Background: an optimization exercise with open tools, aiming at small area. Do not read the settings as production practice.
Only simulation tests tie the RTL to the original design; equivalence was not proved.
No driver is modelled on the clock port, so clocking that relies on it looks cheaper here than on a real chip.

==> flow/design.v, too long to show whole: its modules and the start of the top module <==
// module catc: 811 lines
module catc #(
    parameter [31:0] TIMEOUT_CYCLES = 32'd3000
) (
    input  wire        clk,
    input  wire        rst,
    input  wire        cmd_valid,
    input  wire [39:0] cmd_word,
    output wire        cmd_ready,
    output wire        done,
    output wire [3:0]  result,
    input  wire [3:0]  sts_addr,
    output reg  [31:0] sts_rdata,
    output wire        open_req,
    output wire [31:0] open_speed,
    input  wire        open_done,
    input  wire        open_ok,
    output wire        close_req,
    output wire        tx_start,
    output wire [39:0] tx_data,
    input  wire        tx_done,
    input  wire [2:0]  tx_count,
    input  wire        rx_valid,
    input  wire [7:0]  rx_data
);
  // ...
==> flow/flow/run.sh <==
#!/bin/bash
# Own layout flow: the standard synthesis; then the combinational logic is
# mapped again by ABC with an area-oriented script (registers and full adder
# cells are left as the standard synthesis made them, after choosing each full
# adder's polarity to need fewer inverters); then the standard ORFS flow from
# floorplan to finish, with the port buffers made of the smallest buffer and a
# clock tree of small buffers (a tree of the default buffers if the small one
# leaves a flip-flop clock pin slow).
set -euo pipefail
WORK=$(pwd)
FLOWDIR=$WORK/flow
R=$WORK/orfs/results/${FLOW_PLATFORM}/catc/base
LIB=$FLOW_HOME/platforms/${FLOW_PLATFORM}/lib/sky130_fd_sc_hd__tt_025C_1v80.lib
YOSYS=$FLOW_HOME/../tools/install/yosys/bin/yosys
[ -x "$YOSYS" ] || YOSYS=yosys

# 1. standard synthesis
bash standard.sh synth > $WORK/log_1_standard_synth.log 2>&1

# 2. full adder polarity, then remap the combinational logic
cp $R/1_2_yosys.v $WORK/standard_1_2_yosys.v
python3 $FLOWDIR/fapol.py $WORK/standard_1_2_yosys.v $WORK/fapol_1_2_yosys.v > $WORK/log_2_fapol.log 2>&1
python3 $FLOWDIR/libmap.py $LIB $WORK/fapol_1_2_yosys.v $WORK/remap_cells.v 'fa_1' > $WORK/log_3_libmap.log 2>&1
cat > $WORK/remap.abc <<EOT
strash
&get -n
&deepsyn -T 90
&dch -f
&nf -R 1000
&put
EOT
cat > $WORK/remap.ys <<EOT
read_liberty -lib -ignore_miss_dir -setattr blackbox $LIB
read_verilog $WORK/fapol_1_2_yosys.v
hierarchy -top $FLOW_TOP
techmap -map $WORK/remap_cells.v
techmap
opt_expr
opt_clean
abc -script $WORK/remap.abc -liberty $LIB -dont_use *lpflow* -dont_use *probe* -dont_use *fill* -D 30000
setundef -zero
splitnets
opt_clean -purge
hilomap -singleton -hicell sky130_fd_sc_hd__conb_1 HI -locell sky130_fd_sc_hd__conb_1 LO
insbuf -buf sky130_fd_sc_hd__buf_4 A X
opt_clean -purge
check -assert
stat -liberty $LIB
write_verilog -noattr -noexpr -nohex -nodec $WORK/remapped_1_2_yosys.v
EOT
$YOSYS -l $WORK/log_4_remap_yosys.log -q $WORK/remap.ys > /dev/null 2>&1
cp $WORK/remapped_1_2_yosys.v $R/1_2_yosys.v
touch $R/1_2_yosys.v

# 3. the standard flow from the remapped netlist, to the clock tree; the port
#    buffers are the smallest buffer, the clock tree is built of clkbuf_4 cells
#    without dummy loads
export BUFFER_PORTS_ARGS="-buffer_cell sky130_fd_sc_hd__buf_1"
export CTS_ARGS="-sink_clustering_enable -repair_clock_nets -dont_use_dummy_load -buf_list sky130_fd_sc_hd__clkbuf_4"
bash standard.sh cts > $WORK/log_5_standard_cts.log 2>&1
CTS_ODB=$R/4_cts.odb CTS_SDC=$R/4_cts.sdc openroad -no_init -exit $FLOWDIR/clkslew.tcl > $WORK/log_6_clkslew.log 2>&1 || true
slew=$(sed -n 's/^CLKSLEW //p' $WORK/log_6_clkslew.log | tail -1)
if [ -z "$slew" ] || python3 -c "import sys; sys.exit(0 if float('$slew') > 0.100 else 1)"; then
  # clock pins too slow (or not measured): build the tree of the default buffers again
  echo "clock slew '$slew': redoing the clock tree with the default buffers" >> $WORK/log_6_clkslew.log
  rm -f $R/4_1_cts.odb $R/4_cts.odb $R/4_cts.sdc
  export CTS_ARGS="-sink_clustering_enable -repair_clock_nets -dont_use_dummy_load"
  bash standard.sh cts > $WORK/log_7_standard_cts_again.log 2>&1
fi

# 4. the rest of the standard flow
bash standard.sh finish > $WORK/log_8_standard_finish.log 2>&1
==> flow/flow/clkslew.tcl <==
# prints the largest flip-flop clock-pin slew (ns) of the clock tree just built
set p $::env(FLOW_HOME)/platforms/$::env(FLOW_PLATFORM)
read_lef $p/lef/sky130_fd_sc_hd.tlef
read_lef $p/lef/sky130_fd_sc_hd_merged.lef
read_liberty $p/lib/sky130_fd_sc_hd__tt_025C_1v80.lib
read_db $::env(CTS_ODB)
read_sdc $::env(CTS_SDC)
source $p/setRC.tcl
estimate_parasitics -placement
set mx 0
foreach pin [get_pins -hierarchical */CLK] {
  set s [get_property $pin slew_max]
  if {$s > $mx} { set mx $s }
}
puts "CLKSLEW $mx"
==> flow/flow/fapol.py <==
#!/usr/bin/env python3
# Choose the polarity of each full adder cell (sky130 fa_1) so that fewer
# inverters are needed between full adders and registers. A full adder is
# self-dual: FA(~a, ~b, ~c) = (~cout, ~sum), so an adder may take all three
# inputs complemented if both its outputs are complemented. Flipped adders get
# their complemented inputs from the inverters already in the netlist where they
# exist and from new inverters otherwise, and new inverters restore their outputs;
# ABC, which maps all logic but the adders and registers afterwards, removes the
# inverter pairs. The function of the netlist does not change.
# usage: fapol.py IN.v OUT.v
import re, sys
src = open(sys.argv[1]).read()
cell_re = re.compile(r'(sky130_fd_sc_hd__\w+)\s+(\S+)\s*\((.*?)\);', re.S)
pin_re = re.compile(r'\.(\w+)\(([^()]*)\)')
cells = []
for m in cell_re.finditer(src):
    typ, name, conns = m.group(1), m.group(2), m.group(3)
    pins = {p: n.strip() for p, n in pin_re.findall(conns)}
    cells.append({'typ': typ, 'name': name, 'pins': pins, 'span': m.span()})
OUTP = {'X', 'Y', 'Q', 'Q_N', 'SUM', 'COUT', 'HI', 'LO'}
drv = {}
for i, c in enumerate(cells):
    for p, n in c['pins'].items():
        if p in OUTP: drv[n] = (i, p)
def is_inv(t): return re.search(r'__(clk)?inv_\d+$', t) is not None
def is_buf(t): return re.search(r'__(clk)?buf_\d+$', t) is not None
def is_fa(t): return t.endswith('__fa_1')
def is_ff(t): return 'df' in t.split('__')[-1]
def resolve(n):
    """base net and inversion parity through inverter/buffer chains"""
    par = 0
    seen = 0
    while n in drv and seen < 50:
        i, p = drv[n]; t = cells[i]['typ']
        if is_inv(t): par ^= 1; n = cells[i]['pins']['A']
        elif is_buf(t): n = cells[i]['pins']['A']
        else: break
        seen += 1
    return n, par
fas = [i for i, c in enumerate(cells) if is_fa(c['typ'])]
faidx = {i: k for k, i in enumerate(fas)}
edges = []
for i in fas:
    for p in ('A', 'B', 'CIN'):
        n = cells[i]['pins'].get(p)
        if n is None: continue
        b, par = resolve(n)
        if b in drv:
            j, q = drv[b]; t = cells[j]['typ']
            if is_fa(t): edges.append((faidx[j], faidx[i], par))
            elif is_ff(t): edges.append((None, faidx[i], par))
        elif not re.match(r"\d+'", b):
            edges.append((None, faidx[i], par))   # module input
# register D pins fed (through inverters) by adder outputs
for j, c in enumerate(cells):
    if is_ff(c['typ']):
        for p, n in c['pins'].items():
            if p in OUTP or p in ('CLK',): continue
            b, par = resolve(n)
            if b in drv and is_fa(cells[drv[b][0]]['typ']):
                edges.append((faidx[drv[b][0]], None, par))
N = len(fas); f = [0] * N
adj = [[] for _ in range(N)]
for k, (u, v, par) in enumerate(edges):
    if u is not None: adj[u].append(k)
    if v is not None and v != u: adj[v].append(k)
def ecost(k):
    u, v, par = edges[k]
    return par ^ (f[u] if u is not None else 0) ^ (f[v] if v is not None else 0)
def gain(x):
    return sum(1 - 2 * ecost(k) for k in adj[x])
before = sum(ecost(k) for k in range(len(edges)))
improved = True; it = 0
while improved and it < 100:
    improved = False; it += 1
    for x in range(N):
        if gain(x) < 0:
            f[x] ^= 1; improved = True
after = sum(ecost(k) for k in range(len(edges)))
# emit
out = []; last = 0; extra = []; cnt = 0
invout = {}   # net -> existing inverter input (complement available)
for i, c in enumerate(cells):
    if is_inv(c['typ']): invout[c['pins']['Y']] = c['pins']['A']
newwires = []
def esc(n): return n + ' ' if n.startswith('\\') else n
def comp(n):
    global cnt
    if n in invout: return invout[n]
    cnt += 1; w = f'fapol_n{cnt}'; newwires.append(w)
    extra.append(f'  sky130_fd_sc_hd__inv_1 fapol_i{cnt} (.A({esc(n)}), .Y({w}));')
    invout[w] = n
    return w
for x in range(N):
    if not f[x]: continue
    i = fas[x]; c = cells[i]
    pins = dict(c['pins'])
    for p in ('A', 'B', 'CIN'):
        pins[p] = comp(pins[p])
    for p in ('SUM', 'COUT'):
        if p in pins:
            cnt += 1; w = f'fapol_n{cnt}'; newwires.append(w)
            extra.append(f'  sky130_fd_sc_hd__inv_1 fapol_i{cnt} (.A({w}), .Y({esc(pins[p])}));')
            pins[p] = w
    c['new'] = f"{c['typ']} {c['name']} (" + ", ".join(f".{p}({esc(n)})" for p, n in pins.items()) + ");"
for c in cells:
    if 'new' in c:
        s, e = c['span']; out.append(src[last:s]); out.append(c['new']); last = e
out.append(src[last:])
res = "".join(out)
k = res.rindex('endmodule')
decl = "".join(f"  wire {w};\n" for w in newwires)
res = res[:k] + decl + "\n".join(extra) + "\n" + res[k:]
open(sys.argv[2], 'w').write(res)
print(f"full adders {N}, flipped {sum(f)}, costly inversions {before} -> {after}", file=sys.stderr)
==> flow/flow/libmap.py <==
#!/usr/bin/env python3
# Write a Yosys techmap file that replaces each combinational sky130 cell used in a
# netlist by its liberty function, so ABC can map the logic again.
# usage: libmap.py LIB NETLIST OUT [keep-cell-regex]
import re, sys
lib, net, out = sys.argv[1:4]
keep = re.compile(sys.argv[4]) if len(sys.argv) > 4 else None
used = set(re.findall(r'^\s*(sky130_fd_sc_hd__\w+)\s', open(net).read(), re.M))
text = open(lib).read()
cells = {}
for m in re.finditer(r'\n\s*cell\s*\(\s*"?(\w+)"?\s*\)\s*\{', text):
    name = m.group(1)
    if name not in used: continue
    # find cell body by brace matching
    i = m.end(); depth = 1
    while depth:
        c = text[i]
        if c == '{': depth += 1
        elif c == '}': depth -= 1
        i += 1
    cells[name] = text[m.end():i]
def conv(f):
    f = f.replace('!', '~').replace('+', '|').replace('*', '&')
    # implicit AND by whitespace between operands, e.g. "A B"
    f = re.sub(r'(?<=[\w)])\s+(?=[~\w(])', ' & ', f)
    return f
L = []
for name, body in sorted(cells.items()):
    if re.search(r'\b(ff|latch|statetable)\s*\(', body): continue
    if keep and keep.search(name): continue
    pins = []
    for pm in re.finditer(r'\bpin\s*\(\s*"?(\w+)"?\s*\)\s*\{', body):
        j = pm.end(); depth = 1
        while depth:
            c = body[j]
            if c == '{': depth += 1
            elif c == '}': depth -= 1
            j += 1
        pb = body[pm.end():j]
        d = re.search(r'direction\s*:\s*"?(\w+)"?', pb)
        fn = re.search(r'\bfunction\s*:\s*"([^"]*)"', pb)
        pins.append((pm.group(1), d.group(1) if d else None, fn.group(1) if fn else None))
    outs = [p for p in pins if p[1] == 'output']
    ins = [p for p in pins if p[1] == 'input']
    if not outs or any(o[2] is None for o in outs): continue
    L.append(f"module {name} (" + ", ".join([f"input {p[0]}" for p in ins] + [f"output {p[0]}" for p in outs]) + ");")
    for o in outs:
        L.append(f"  assign {o[0]} = {conv(o[2])};")
    L.append("endmodule")
open(out, 'w').write("\n".join(L) + "\n")
print(f"{len(used)} cell types used, mapped {sum(1 for l in L if l.startswith('module'))}", file=sys.stderr)
==> flow/standard.sh <==
#!/bin/bash
# synth_recipe.tcl (not shown) runs the flow's synth.tcl, then flattens the netlist and writes it again
# the make line also repeats each setting of config.mk as NAME=value (left out here)
make -C /OpenROAD-flow-scripts/flow DESIGN_CONFIG=/design/flow/config.mk WORK_HOME=/design/flow/orfs CLKGATE_MAP_FILE= SYNTH_SCRIPT=/design/flow/synth_recipe.tcl "${@:-finish}"
==> flow/config.mk <==
export PLATFORM = sky130hd
export DESIGN_NAME = catc
export DESIGN_NICKNAME = catc
export VERILOG_FILES = /design/flow/design.v
export SDC_FILE = /design/flow/constraint.sdc
export NUM_CORES = 4
export LEC_CHECK = 0
export ABC_AREA = 1
export CAP_MARGIN = 20
export CORE_MARGIN = 2
export CORE_UTILIZATION = 40
export SLEW_MARGIN = 20
==> flow/constraint.sdc <==
create_clock -name core_clock -period 30.0 [get_ports {clk}]
set_input_delay 6.0000 -clock core_clock [delete_from_list [all_inputs] [get_ports {clk}]]
set_output_delay 6.0000 -clock core_clock [all_outputs]
set_load 0.01 [all_outputs]
==> flow_summary.yaml, run 1 <==
outcome:
  outcome: "complete, no violations"
timing:
  setup_viol: 0
  slew_violations: 0
  slew_headroom_pct: 32.25
global_route:
  met2_usage_pct: 43.43
  grt_pass1_vias: 15294
  grt.total_usage_pct: 24.20
  use_met3_pct: 2.667
cells_and_area:
  layout_commonest_cell: "nor2_1"
  diodes: 1
  drive_gt1_share_pct: 1.551
detailed_routing:
  wl_per_cell_um: 18.62
  wirelength_um: 53280
  routed.top_layer: "met4"
  drcViolationCount: 0
floorplanning:
  dieHeight_um: 210.0
  nWellTaps: 539
worst_setup_path:
  r2r-start: "seq_state[2]"
  crit_end: "txhi[26]"
  ff2ff_setup_slack_ns: 26.52
  cp_top_family: "compound AO/OA/AOI/OAI gates"
  critPathMaxStageDelay_ns: 0.51
  worstPathArrival_ns: 27.36
  path_common_cell: "nor2_1"
placed_design:
  dpl_cell_area_um2: 18410
  dp.cells: 2843
  gp_congestion: 0.9683
synthesis:
  ys_warn_count: 1
  synthCells: 2118
hold_path:
  min_path_type: "flip-flop to flip-flop"
==> run 2: changes to the inputs <==
--- a/flow/flow/run.sh
+++ b/flow/flow/run.sh
@@ -5,6 +5,5 @@
 # adder's polarity to need fewer inverters); then the standard ORFS flow from
 # floorplan to finish, with the port buffers made of the smallest buffer and a
-# clock tree of small buffers (a tree of the default buffers if the small one
-# leaves a flip-flop clock pin slow).
+# clock tree of the smallest buffers that keep flip-flop clock pins fast.
 set -euo pipefail
 WORK=$(pwd)
@@ -54,18 +53,24 @@
 
 # 3. the standard flow from the remapped netlist, to the clock tree; the port
-#    buffers are the smallest buffer, the clock tree is built of clkbuf_4 cells
-#    without dummy loads
+#    buffers are the smallest buffer. The clock tree is built without dummy
+#    loads of the smallest clock buffer that keeps every flip-flop clock pin's
+#    slew (estimated after placement) at 100 ps or less: clkbuf_4, then clkbuf_8,
+#    then the default buffers.
 export BUFFER_PORTS_ARGS="-buffer_cell sky130_fd_sc_hd__buf_1"
-export CTS_ARGS="-sink_clustering_enable -repair_clock_nets -dont_use_dummy_load -buf_list sky130_fd_sc_hd__clkbuf_4"
-bash standard.sh cts > $WORK/log_5_standard_cts.log 2>&1
-CTS_ODB=$R/4_cts.odb CTS_SDC=$R/4_cts.sdc openroad -no_init -exit $FLOWDIR/clkslew.tcl > $WORK/log_6_clkslew.log 2>&1 || true
-slew=$(sed -n 's/^CLKSLEW //p' $WORK/log_6_clkslew.log | tail -1)
-if [ -z "$slew" ] || python3 -c "import sys; sys.exit(0 if float('$slew') > 0.100 else 1)"; then
-  # clock pins too slow (or not measured): build the tree of the default buffers again
-  echo "clock slew '$slew': redoing the clock tree with the default buffers" >> $WORK/log_6_clkslew.log
+CTS_BASE="-sink_clustering_enable -repair_clock_nets -dont_use_dummy_load"
+n=0
+for bufs in "-buf_list sky130_fd_sc_hd__clkbuf_4" "-buf_list sky130_fd_sc_hd__clkbuf_8" ""; do
+  n=$((n+1))
+  export CTS_ARGS="$CTS_BASE $bufs"
   rm -f $R/4_1_cts.odb $R/4_cts.odb $R/4_cts.sdc
-  export CTS_ARGS="-sink_clustering_enable -repair_clock_nets -dont_use_dummy_load"
-  bash standard.sh cts > $WORK/log_7_standard_cts_again.log 2>&1
-fi
+  bash standard.sh cts > $WORK/log_5_standard_cts_$n.log 2>&1
+  [ -z "$bufs" ] && break
+  CTS_ODB=$R/4_cts.odb CTS_SDC=$R/4_cts.sdc openroad -no_init -exit $FLOWDIR/clkslew.tcl > $WORK/log_6_clkslew_$n.log 2>&1 || true
+  slew=$(sed -n 's/^CLKSLEW //p' $WORK/log_6_clkslew_$n.log | tail -1)
+  if [ -n "$slew" ] && python3 -c "import sys; sys.exit(0 if float('$slew') <= 0.100 else 1)"; then
+    break
+  fi
+  echo "clock slew '$slew' with '$bufs': trying the next buffers" >> $WORK/log_6_clkslew_$n.log
+done
 
 # 4. the rest of the standard flow
==> flow_summary.yaml, run 2 <==
cells_and_area:
  area_growth_pct: 10.99
  final_area_um2: 18840
  utilization_pct: 44.91
  seq_area_um2: 5245
  num-nets-final: 2465
  drive_gt1_share_pct: 1.551
  layout_commonest_cell: "nor2_1"
  mostFrequentLayoutCells: "nor2_1, nand2_1, a21oi_1"
  multi_input_area_um2: 11130
  nFillCells: 4237
  top_regs: "fm_raw (40), rxbuf (40)"
worst_setup_path:
  worstSetupEndpointType: "flip-flop"
  startpoint: "cmd_word[39]"
  path_common_cell: "nor2_1"
  r2r-start: "seq_state[2]"
  path_class: "input port to flip-flop"
  cp_max_fo: 7
  critPathMaxStageDelay_ns: 0.51
  worstPathArrival_ns: 27.36
  ff2ff_setup_slack_ns: 26.52
  slowest_stage: "a21oi_1"
  start_kind: "input port"
  worstPathRequired_ns: 30.16
  r2r_cells: 11
  r2r_end: "txop[3]"
timing:
  hold_violations: 0
  fmax_mhz: 36.77
  finClkSkew_ns: 0.02842
  slew_violations: 0
  whs_ns: 0.4255
  worstMarginPinSlew_ns: 1.016
  slew_headroom_pct: 32.25
  setup_viol: 0
  fin_tns_setup_ns: 0
  fin_crit_sh_pct: 90.67
  fin_crit_ns: 27.20
  rsz0062_at_grt: "no"
synthesis:
  syn_area_um2: 16970
  ys_warn_count: 1
  synthCells: 2118
  syn-num-nets: 2260
  avgSynthCellArea_um2: 8.013
global_route:
  grt_pass1_vias: 15294
  grt_pass1_wl_um: 83740
  grt-ovfl-total: 0
  grt.total_usage_pct: 24.20
  grt_max_degree: 55
  antenna_found_initial: 0
hold_path:
  whs_endpoint: "tmr_hi[2]"
  min_path_cells: 1
  min_path_type: "flip-flop to flip-flop"
  hp-start: "tmr_hi[1]"
detailed_routing:
  drcViolationCount: 0
  wirelength_um: 53280
  vias: 16233
  firstDrtPassIters: 6
  drtIter0Drc: 1356
  ant_nets: 0
  post_drt_via_cell_ratio: 5.674
  wl_per_cell_um: 18.62
clock_network:
  cts-buffers-inserted: 17
  cts_tree: "built"
  clk_pin_slew_ns: 0.07
  cts_buffer_depth: 2
  cts_sinks: 198
  htree_levels: 4
  clk_latency_ns: 0.44
  cts_root_buf: "clkbuf_16"
floorplanning:
  row_count: 75
  dieHeight_um: 210.0
  die_x_um: 210.0
  coreArea_um2: 41950
  dieArea_um2: 44100
  start_util_pct: 40.46
  pin_count: 175
placed_design:
  dp_hpwl_um: 43740
  gp_congestion: 0.9683
  dpl_cell_area_um2: 18410
  io_buffers: 174
outcome:
  outcome: "complete, no violations"
run:
  cap_violations: 0
run 2: stage by stage:
stage          cells  setup slack [ns]
2_1_floorplan   2118             5.238
3_3_place_gp    2843             1.809
3_5_place_dp    2843            0.9350
4_1_cts         2860             1.184
5_1_grt         2860            0.1466
6_report        2861             2.801
run 2: critical path: cells and delay by family:
kind,cells,cell delay [ns]
AO/OA/AOI/OAI,33,9.71
buffers and inverters,6,1.00
multiplexers,1,0.23
XOR/XNOR,15,2.91
AND/OR/NAND/NOR,49,7.48
run 2: final cells by class:
class                   instances  area share [%]
inverters                     160           3.188
clock buffers                  17           2.258
diodes                          1         0.01328
multi-input cells            1758           59.09
repair buffers                188           4.032
well taps                     539           3.580
flip-flops and latches        198           27.84
run 2: worst max path at each step:
stage	to	cells past startpoint
3_5_place_dp	txhi[18]	104
2_1_floorplan	txhi[18]	103
3_3_place_gp	txhi[18]	104
6_report	txhi[26]	104
4_1_cts	txhi[18]	104
5_1_grt	txhi[26]	109
run 2: routing by layer:
layer,up-vias,routed length (um),part of all wire (%),track usage [%]
li1,7982,-,-,-
met1,7671,22370,42,30.36
met2,493,26540,50,43.43
met3,87,2724,5.1,2.667
met4,0,1643,3.1,7.997
met5,-,0,0,0
run 2: repair_timing:
item | 4_1_cts | 5_1_grt
gates resized for setup | 0 | 10
buffers inserted | 0 | 0
hold buffers | 0 | 0
hold endpoints to repair | 0 | 0
setup endpoints to repair | 0 | 30
==> run 3: changes to the inputs <==
--- a/flow/flow/run.sh
+++ b/flow/flow/run.sh
@@ -55,5 +55,5 @@
 #    buffers are the smallest buffer. The clock tree is built without dummy
 #    loads of the smallest clock buffer that keeps every flip-flop clock pin's
-#    slew (estimated after placement) at 100 ps or less: clkbuf_4, then clkbuf_8,
+#    slew (estimated after placement) at 118 ps or less: clkbuf_4, then clkbuf_8,
 #    then the default buffers.
 export BUFFER_PORTS_ARGS="-buffer_cell sky130_fd_sc_hd__buf_1"
@@ -68,5 +68,5 @@
   CTS_ODB=$R/4_cts.odb CTS_SDC=$R/4_cts.sdc openroad -no_init -exit $FLOWDIR/clkslew.tcl > $WORK/log_6_clkslew_$n.log 2>&1 || true
   slew=$(sed -n 's/^CLKSLEW //p' $WORK/log_6_clkslew_$n.log | tail -1)
-  if [ -n "$slew" ] && python3 -c "import sys; sys.exit(0 if float('$slew') <= 0.100 else 1)"; then
+  if [ -n "$slew" ] && python3 -c "import sys; sys.exit(0 if float('$slew') <= 0.118 else 1)"; then
     break
   fi
==> flow_summary.yaml, run 3 <==
synthesis:
  synthCells: 2118
  syn_area_um2: 16970
  syn-num-nets: 2260
  ys_warn_count: 1
  avgSynthCellArea_um2: 8.013
clock_network:
  cts_root_buf: "clkbuf_8"
  clk_latency_ns: 0.48
  cts_buffer_depth: 2
  cts_sinks: 198
  clk_pin_slew_ns: 0.09
  post-cts-setup-buffer-count: 0
  cts-buffers-inserted: 17
  cts_tree: "built"
  htree_levels: 4
  cts_hold_buf: 0
floorplanning:
  row_count: 75
  die_x_um: 210.0
  coreArea_um2: 41950
  pin_count: 175
  start_util_pct: 40.46
  dieArea_um2: 44100
  dieHeight_um: 210.0
cells_and_area:
  final_area_um2: 18650
  multi_input_area_um2: 11130
  utilization_pct: 44.45
  seq_area_um2: 5245
  num-nets-final: 2465
  mostFrequentLayoutCells: "nor2_1, nand2_1, a21oi_1"
  area_growth_pct: 9.863
  drive_gt1_share_pct: 1.551
  layout_commonest_cell: "nor2_1"
  layoutNonFillerInstCount: 2861
  top_regs: "fm_raw (40), rxbuf (40)"
  nFillCells: 4253
placed_design:
  post-place-ws_ns: 0.9350
  dpl_cell_area_um2: 18410
  gp_congestion: 0.9683
  dp_hpwl_um: 43740
  dp.cells: 2843
  io_buffers: 174
global_route:
  grt_pass1_vias: 15294
  antenna_found_initial: 0
  grt.total_usage_pct: 24.18
  grt-ovfl-total: 0
  grt_max_degree: 55
  grt_pass1_wl_um: 83670
run:
  cap_violations: 0
worst_setup_path:
  critPathMaxStageDelay_ns: 0.53
  start_kind: "input port"
  worstSetupEndpointType: "flip-flop"
  worstPathRequired_ns: 30.21
  slowest_stage: "o21ai_0"
  path_class: "input port to flip-flop"
  cp_max_fo: 7
  worstPathArrival_ns: 27.40
  path_common_cell: "nor2_1"
timing:
  fin_tns_setup_ns: 0
  finClkSkew_ns: 0.04102
  worstMarginPinSlew_ns: 1.025
  whs_ns: 0.4203
  postLayoutSetupSlackWorst_ns: 2.808
  fmax_mhz: 36.78
  setup_viol: 0
  slew_violations: 0
  slew_headroom_pct: 31.06
  fin_crit_sh_pct: 90.64
  rsz0062_at_grt: "no"
  fin_crit_ns: 27.19
  hold_violations: 0
detailed_routing:
  ant_nets: 0
  vias: 16255
  firstDrtPassIters: 6
  post_drt_via_cell_ratio: 5.682
  drtIter0Drc: 1286
  wirelength_um: 53210
  wl_per_cell_um: 18.60
  drcViolationCount: 0
outcome:
  outcome: "complete, no violations"
hold_path:
  min_path_type: "flip-flop to flip-flop"
==> run 3: path summary, 6_finish.rpt <==
check,start,to,slack [ns],depth (start not counted)
setup reg to reg,seq_state[2],txop[3],26.54,11
setup / recovery,cmd_word[39],txhi[18],2.81,104
hold reg to reg,tmr_hi[1],tmr_hi[2],0.42,1
hold / removal,tmr_hi[1],tmr_hi[2],0.42,1
==> run 3: area by class of cell <==
class | count | area share, %
diodes | 1 | 0.01342
clock buffers | 17 | 1.255
inverters | 160 | 3.221
multi-input cells | 1758 | 59.69
flip-flops and latches | 198 | 28.13
well taps | 539 | 3.617
repair buffers | 188 | 4.073
==> run 3: metal layers <==
layer  share of wire [%]  track usage, %  up-vias
li1                    -               -     7967
met2                  50           43.24      479
met5                   0               0        -
met3                 4.8           2.667       81
met4                 3.0           8.242        0
met1                  42           30.38     7728
==> run 3: worst max-delay path, delay by kind of cell <==
kind,cells,cell delay [ns]
AO/OA/AOI/OAI,34,9.99
XOR/XNOR,17,3.40
buffers and inverters,6,0.93
AND/OR/NAND/NOR,47,7.05
==> run 3: repair_timing <==
action | 4_1_cts | 5_1_grt
setup endpoints to repair | 0 | 29
resized for setup | 0 | 8
hold endpoints to repair | 0 | 0

## afterwards: timing with drivers on the ports
The results above use ideal ports. As a check the final layouts listed here were re-extracted and re-timed, cells and wires unchanged.
Step 1: set_driving_cell puts a clkbuf_16 on clk and a buf_2 on each other input, an assumption about the parent block.
Step 2 moves the port delays by t, midway between the first and last clock arrival at a register: inputs arrive t later, outputs are due t later. That takes back most of the time a late clock gives input paths.
a / b / c = ideal / step 1 / step 2; a / b = the first two.
run | t (ns) | slack for setup (ns) | hold slack, ns | worst register clock-pin slew, ns | cell pins on the clock port's net
run 1 | 0.470 | 2.800 / 2.812 / 2.342 | 0.425 / 0.425 / 0.425 | 0.08 / 0.08 | 1
run 2 | 0.470 | 2.800 / 2.812 / 2.342 | 0.425 / 0.425 / 0.425 | 0.08 / 0.08 | 1
run 3 | 0.506 | 2.808 / 2.819 / 2.313 | 0.420 / 0.420 / 0.420 | 0.11 / 0.11 | 1
After both steps setup and hold are still met in every run listed. The setup slack of run 3, which loses most, moves by +0.011 ns with the drivers and by -0.495 ns with both steps.
